This design comes from an exercise in tuning for small area on the open sky130 flow, not from production work.
The RTL was checked by simulation tests, not by an equivalence proof against the original design.
Power figures rest on the tool's default switching activity, not on a simulated workload.

--- flow/design.v ---
module esfp_rx #(
    parameter BUF_SIZE = 1514
) (
    input  wire         clk,
    input  wire         rst,         
    input  wire [127:0] lip,         
    input  wire         rx_valid,
    input  wire [7:0]   rx_data,
    input  wire         rx_last,
    output reg          done,
    output reg  [4:0]   disp,
    output reg          ck_done,
    output reg          ckok,
    output reg  [31:0]  ckacc,
    output reg  [15:0]  ckres
);
    localparam [4:0] DROP_OVERSIZE = 5'd1,  DROP_SHORT    = 5'd2,  DROP_ETHERTYPE = 5'd3,
                     DROP_VERSION  = 5'd4,  DROP_LENGTH   = 5'd5,  DROP_UL_SHORT  = 5'd6,
                     DROP_UDP_LEN  = 5'd7,  DROP_CKSUM    = 5'd8,  IGN_NH         = 5'd9,
                     IGN_ICMP_TYPE = 5'd10, IGN_NS_TARGET = 5'd11, REPLIED_NA     = 5'd12,
                     REPLIED_ECHO  = 5'd13, DELIVERED_NA  = 5'd14, DELIVERED_UDP  = 5'd15;
    localparam [7:0] NH_ICMPV6 = 8'd58, NH_UDP = 8'd17;
    localparam [7:0] T_ECHO_REQ = 8'd128, T_NS = 8'd135, T_NA = 8'd136;
    reg  [15:0] cnt;         
    reg         finish;      
    reg  [15:0] flen;        
    reg  [15:0] etype;       
    reg  [7:0]  ver_byte;    
    reg  [15:0] plen;        
    reg  [7:0]  nh;          
    reg  [7:0]  icmp_type;   
    reg  [15:0] icmp_ck;     
    reg  [15:0] udp_len;     
    reg  [15:0] udp_ck;      
    reg         tgt_eq;      
    reg  [31:0] acc;         
    wire [15:0] pos = cnt;
    wire        in_addr    = (pos >= 16'd22) && (pos < 16'd54);
    wire [16:0] seg_end    = 17'd54 + {1'b0, plen};
    wire        in_seg     = (pos >= 16'd54) && ({1'b0, pos} < seg_end);
    wire        is_ck_icmp = (nh == NH_ICMPV6) && (pos == 16'd56 || pos == 16'd57);
    wire        is_ck_udp  = (nh == NH_UDP)    && (pos == 16'd60 || pos == 16'd61);
    wire        summed     = in_addr || (in_seg && !is_ck_icmp && !is_ck_udp);
    wire [31:0] weighted   = pos[0] ? {24'd0, rx_data} : {16'd0, rx_data, 8'd0};
    wire [31:0] acc_base   = (pos == 16'd0) ? 32'd0 : acc;
    wire [3:0]  tgt_idx    = pos[3:0] - 4'd14;
    wire [7:0]  lip_byte   = lip[8*(15 - tgt_idx) +: 8];
    wire        in_tgt     = (pos >= 16'd62) && (pos < 16'd78);
    always @(posedge clk) begin
        if (rst) begin
            cnt    <= 16'd0;
            finish <= 1'b0;
            flen   <= 16'd0;
            acc    <= 32'd0;
            tgt_eq <= 1'b1;
            etype <= 16'd0; ver_byte <= 8'd0; plen <= 16'd0; nh <= 8'd0;
            icmp_type <= 8'd0; icmp_ck <= 16'd0; udp_len <= 16'd0; udp_ck <= 16'd0;
        end else begin
            finish <= rx_valid && rx_last;
            if (rx_valid) begin
                if (rx_last) begin
                    cnt  <= 16'd0;
                    flen <= (cnt == 16'hFFFF) ? 16'hFFFF : cnt + 16'd1;
                end else if (cnt != 16'hFFFF) begin
                    cnt <= cnt + 16'd1;
                end
                acc <= acc_base + (summed ? weighted : 32'd0);
                if (pos == 16'd0)
                    tgt_eq <= 1'b1;
                else if (in_tgt && rx_data != lip_byte)
                    tgt_eq <= 1'b0;
                case (pos)
                    16'd12: etype[15:8]   <= rx_data;
                    16'd13: etype[7:0]    <= rx_data;
                    16'd14: ver_byte      <= rx_data;
                    16'd18: plen[15:8]    <= rx_data;
                    16'd19: plen[7:0]     <= rx_data;
                    16'd20: nh            <= rx_data;
                    16'd54: icmp_type     <= rx_data;
                    16'd56: icmp_ck[15:8] <= rx_data;
                    16'd57: icmp_ck[7:0]  <= rx_data;
                    16'd58: udp_len[15:8] <= rx_data;
                    16'd59: udp_len[7:0]  <= rx_data;
                    16'd60: udp_ck[15:8]  <= rx_data;
                    16'd61: udp_ck[7:0]   <= rx_data;
                    default: ;
                endcase
            end
        end
    end
    wire [31:0] sum_total = acc + {16'd0, plen} + {24'd0, nh};
    wire [16:0] fold1     = {1'b0, sum_total[15:0]} + {1'b0, sum_total[31:16]};
    wire [16:0] fold2     = {1'b0, fold1[15:0]} + {16'd0, fold1[16]};
    wire [15:0] folded    = fold2[15:0];
    wire [15:0] ck_calc   = (~folded == 16'd0) ? 16'hFFFF : ~folded;
    wire [15:0] ck_field  = (nh == NH_UDP) ? udp_ck : icmp_ck;
    wire        ck_match  = (ck_calc == ck_field);
    reg  [4:0]  r_disp;
    reg         r_ck_done;
    always @(*) begin
        r_disp    = 5'd0;
        r_ck_done = 1'b0;
        if (flen > BUF_SIZE)
            r_disp = DROP_OVERSIZE;
        else if (flen < 16'd54)
            r_disp = DROP_SHORT;
        else if (etype != 16'h86DD)
            r_disp = DROP_ETHERTYPE;
        else if (ver_byte[7:4] != 4'd6)
            r_disp = DROP_VERSION;
        else if (seg_end > {1'b0, flen})
            r_disp = DROP_LENGTH;
        else if (nh == NH_ICMPV6) begin
            if (plen < 16'd4)
                r_disp = DROP_UL_SHORT;
            else begin
                r_ck_done = 1'b1;
                if (!ck_match)
                    r_disp = DROP_CKSUM;
                else if (icmp_type == T_NS) begin
                    if (plen < 16'd24)
                        r_disp = DROP_UL_SHORT;
                    else if (!tgt_eq)
                        r_disp = IGN_NS_TARGET;
                    else
                        r_disp = REPLIED_NA;
                end else if (icmp_type == T_NA) begin
                    if (plen < 16'd24)
                        r_disp = DROP_UL_SHORT;
                    else
                        r_disp = DELIVERED_NA;
                end else if (icmp_type == T_ECHO_REQ)
                    r_disp = REPLIED_ECHO;
                else
                    r_disp = IGN_ICMP_TYPE;
            end
        end else if (nh == NH_UDP) begin
            if (plen < 16'd8)
                r_disp = DROP_UL_SHORT;
            else if (udp_len != plen)
                r_disp = DROP_UDP_LEN;
            else begin
                r_ck_done = 1'b1;
                r_disp    = ck_match ? DELIVERED_UDP : DROP_CKSUM;
            end
        end else
            r_disp = IGN_NH;
    end
    always @(posedge clk) begin
        if (rst) begin
            done    <= 1'b0;
            disp    <= 5'd0;
            ck_done <= 1'b0;
            ckok    <= 1'b0;
            ckacc   <= 32'd0;
            ckres   <= 16'd0;
        end else begin
            done <= finish;
            if (finish) begin
                disp    <= r_disp;
                ck_done <= r_ck_done;
                ckok    <= ck_match;
                ckacc   <= sum_total;
                ckres   <= ck_calc;
            end
        end
    end
endmodule
--- flow/run.sh ---
#!/bin/bash
# synth_recipe.tcl (not shown) runs the flow's synth.tcl, then flattens the netlist and writes it again
# the make line also repeats each setting of config.mk as NAME=value (left out here)
make -C /OpenROAD-flow-scripts/flow DESIGN_CONFIG=/design/flow/config.mk WORK_HOME=/design/flow/orfs CLKGATE_MAP_FILE= SYNTH_SCRIPT=/design/flow/synth_recipe.tcl finish
--- flow/config.mk ---
export PLATFORM = sky130hd
export DESIGN_NAME = esfp_rx
export DESIGN_NICKNAME = esfp_rx
export VERILOG_FILES = /design/flow/design.v
export SDC_FILE = /design/flow/constraint.sdc
export NUM_CORES = 4
export LEC_CHECK = 0
export CAP_MARGIN = 20
export CORE_MARGIN = 2
export CORE_UTILIZATION = 40
export SLEW_MARGIN = 20
--- flow/constraint.sdc ---
create_clock -name core_clock -period 10.0 [get_ports {clk}]
set_input_delay 2.0000 -clock core_clock [delete_from_list [all_inputs] [get_ports {clk}]]
set_output_delay 2.0000 -clock core_clock [all_outputs]
set_load 0.01 [all_outputs]
==> run summary <==
worst max-delay path by stage:
stage	slack, ps	endpoint	cells after the start
4_1_cts	30	disp[1]	38
3_5_place_dp	80	disp[1]	38
5_1_grt	3	disp[1]	39
2_1_floorplan	930	disp[1]	42
6_report	690	disp[1]	42
3_3_place_gp	370	disp[1]	40
flip-flops by register name, indices dropped and copies added (netlist names), 4 cells and up:
signal	cells
acc	32
ckacc	32
ckres	16
cnt	16
etype	16
flen	16
icmp_ck	16
plen	16
udp_ck	16
udp_len	16
icmp_type	8
nh	8
disp	4
ver_byte	4
routing by layer:
layer / GRT usage, % / vias to the layer above
met3: 2.94 / 83
met5: 0 / -
met4: 8.97 / 0
li1: - / 6947
met2: 40.5 / 494
met1: 29.6 / 6763
cell families (layout without fill, tap and decap cells):
kind of cell,count (synthesis),in the layout,share of synthesized area (%)
compound gates,388,388,17.2
buf+inv,188,342,4.92
other cells,1,1,0.0242
simple gates,734,734,22.0
fa+ha+maj,106,106,9.10
xor+xnor,130,130,7.53
flops,221,221,28.6
mux,114,114,10.6
worst register-to-register path, delay by kind of cell, from the launching register on:
| family | cells | cell delay (ps) |
|---|---|---|
| flops | 1 | 400 |
| simple gates | 7 | 1270 |
| buf+inv | 3 | 470 |
| fa+ha+maj | 6 | 1900 |
| compound gates | 25 | 5010 |
| xor+xnor | 1 | 190 |
synth_stat cells, drive strengths merged (9+ instances only):
master / n / share of area, %
o21a: 25 / 1.2
a211oi: 19 / 1.0
or2: 14 / 0.57
mux4: 40 / 5.8
a21o: 29 / 1.5
nand3: 51 / 1.6
buf: 16 / 0.56
mux2i: 72 / 4.7
clkbuf: 98 / 2.6
ha: 95 / 7.7
inv: 74 / 1.8
nor2: 238 / 5.8
and3: 12 / 0.49
xnor2: 87 / 4.9
or3: 11 / 0.44
dfxtp: 221 / 29
a21oi: 147 / 4.8
nand4: 23 / 0.93
a221oi: 18 / 1.2
and2: 44 / 1.8
xor2: 41 / 2.3
nor3: 39 / 1.3
nor4: 13 / 0.57
o21bai: 11 / 0.53
nor2b: 9 / 0.36
a2111oi: 10 / 0.77
a311oi: 15 / 0.89
nand2: 232 / 5.6
fa: 11 / 1.4
o211ai: 14 / 0.74
o21ai: 43 / 1.4
power by group:
| part | internal [mW] | switching (mW) | total, mW | leakage [nW] |
|---|---|---|---|---|
| registers | 0.892 | 0.00849 | 0.901 | 1.79 |
| logic | 0.108 | 0.0963 | 0.204 | 4.88 |
| clock network | 0.620 | 0.390 | 1.01 | 0.450 |
| total | 1.62 | 0.494 | 2.11 | 7.12 |
final cells by class:
| cell class | count | area, um^2 |
|---|---|---|
| Clock buffer | 38 | 787 |
| Fill cell | 3753 | 19600 |
| Clock inverter | 10 | 130 |
| Inverter | 74 | 278 |
| Sequential cell | 221 | 4430 |
| Timing Repair Buffer | 220 | 2160 |
| Multi-Input combinational cell | 1473 | 10400 |
| Tap cell | 518 | 648 |
stage by stage:
stage                     cells  power [mW]
after CTS                  2548        2.14
after floorplan            1882        1.02
after global routing       2554        2.19
after global placement     2500        1.12
final                      2554        2.11
after detailed placement   2500        1.12
timing repair:
item	in CTS	in global routing
endpoints found under the hold margin	0	0
setup buffers	0	5
hold buffers	0	0
setup endpoints to repair	0	5
resized for setup	0	22
==> qor.txt <==
Outcome -> finished clean
Detail Route met3 WL -> 2.80 mm
Worst Hold Path Cells -> 2
CTS Buf Count -> 26
Fin. max-slew vios -> 0
Vias in the first global route -> 13.8k
Crit path max-delay family -> compound AO/OA/AOI/OAI gates
IO Count -> 196
Max FO, Critical Path -> 8
Wire per inst -> 18.7 um
Vias/cell -> 5.59
Final setup violation count -> 0
CP startpoint -> nh[1]
Hold Fails Final Rpt -> 0
Total wire length -> 47.7 mm
Max VDD drop -> 0.116 mV
Bufs on Longest Clock Path -> 3
Antenna Violating Nets Remaining -> 0
Hold endpoint -> ver_byte[6]
Worst slew pin tran -> 1090 ps
FP Rows -> 72
Die Wd -> 201 um
Nets -> 2262
Max Used Layer -> met4
Setup TNS -> 0 ps
Met2 WL -> 22.7 mm
Dpl ws -> 81.8 ps
Fmax -> 107 MHz
Die ar. -> 0.0403 mm^2
Unrepaired setup endpoints after global routing -> no
Core area -> 0.0384 mm^2
CP max-delay cell -> fa_1
Crit path buffers/inverters -> 3
Routability congestion estimate -> 0.922
Ant diodes -> 0
Gr usage total -> 23.4%
First-pass GRT wire length -> 75.9 mm
Placed Area -> 0.0177 mm^2
Iter 0 DRT Violations -> 901
TritonCTS clock tree -> built
P_leak -> 7.12 nW
CTS root buf -> clkbuf_16
Initial antenna violation count -> 0
GRT overflow -> 0
EDFF count, synth -> 0
Critical Path AT -> 9760 ps
Reg2reg start -> nh[1]
Post-layout util -> 49.0%
Mapped Nets -> 2128
Post-DP HPWL -> 36.0 mm
Flop and latch count out of synthesis -> 221
Synth cell types -> 94
Reg-to-reg slack, setup -> 690 ps
CP peak stage delay -> 440 ps
Met1 wire length -> 20.5 mm
IO buf count -> 194
Most frequent cells in the layout -> 238 x nor2_1, 231 x nand2_1, 216 x dfxtp_1
Hold path start -> ver_byte[6]
Fin Hold WS -> 448 ps
Synthesized instance count -> 1882
Most common cell after layout, fill and taps aside -> nor2_1
Sequential fraction of the synthesis area -> 28.6%
Ys async rst share -> 0%
Largest net degree at the start of global routing -> 99
Synth-to-Final Area Change -> 21.5%
# clock sinks -> 221
# Max-Cap Violations -> 0
Layout cells sized above 1 -> 8.64%
Clock-pin slew on the worst setup and hold paths -> 60 ps
Synthesized cell area -> 0.0155 mm^2
Vias post-DR -> 14.3k
YS warnings -> 1
R2R cell count -> 42
Die height -> 201 um
Mean post-synth cell area -> 8.22 um^2
Setup CP Type -> reg -> reg
Tightest Hold Check Type -> reg -> reg
H-tree depth -> 1
Slew headroom -> 26.3%
Worst-skew pair later-pin latency -> 560 ps
Reg2Reg Capture Point -> disp[1]
Initial Util -> 40.3%
Drt drc -> 0
Final WS setup -> 691 ps
First-pass iteration count of the detailed router -> 5
Startpoint Class -> register
Min cycle time layout -> 9310 ps
Design Area, Final -> 0.0188 mm^2
Power Density -> 112 mW/mm^2
Clk_skew -> 18.3 ps
Period utilization -> 93.1%
Critical path required time -> 10460 ps
Post-synth top flop -> dfxtp_1
Endpoint class of the critical path -> register

## port drivers added, routing unchanged
No port has a modelled driver above. Below, the same layout with a new extraction and two added sets of constraints. Step 1: set_driving_cell puts a clkbuf_16 on clk and a buf_2 on each other input, an assumption about the parent block. Step 2, shift: input delay + t, output delay - t, t = (earliest + latest rising clock arrival at the registers) / 2. This alone moves slack from input paths to output paths. Slacks: ideal / step 1 / step 2; pairs: ideal / step 1.
t, ns: 0.599
setup WS [ns]: 0.691 / 0.691 / 0.691
slew at the worst register clock pin (ns): 0.06 / 0.06
cell pins on the clock port's net: 1
After both steps this run still meets setup and hold. The setup slack of this run moves by 0.000 ns with the drivers and by 0.000 ns with both steps.
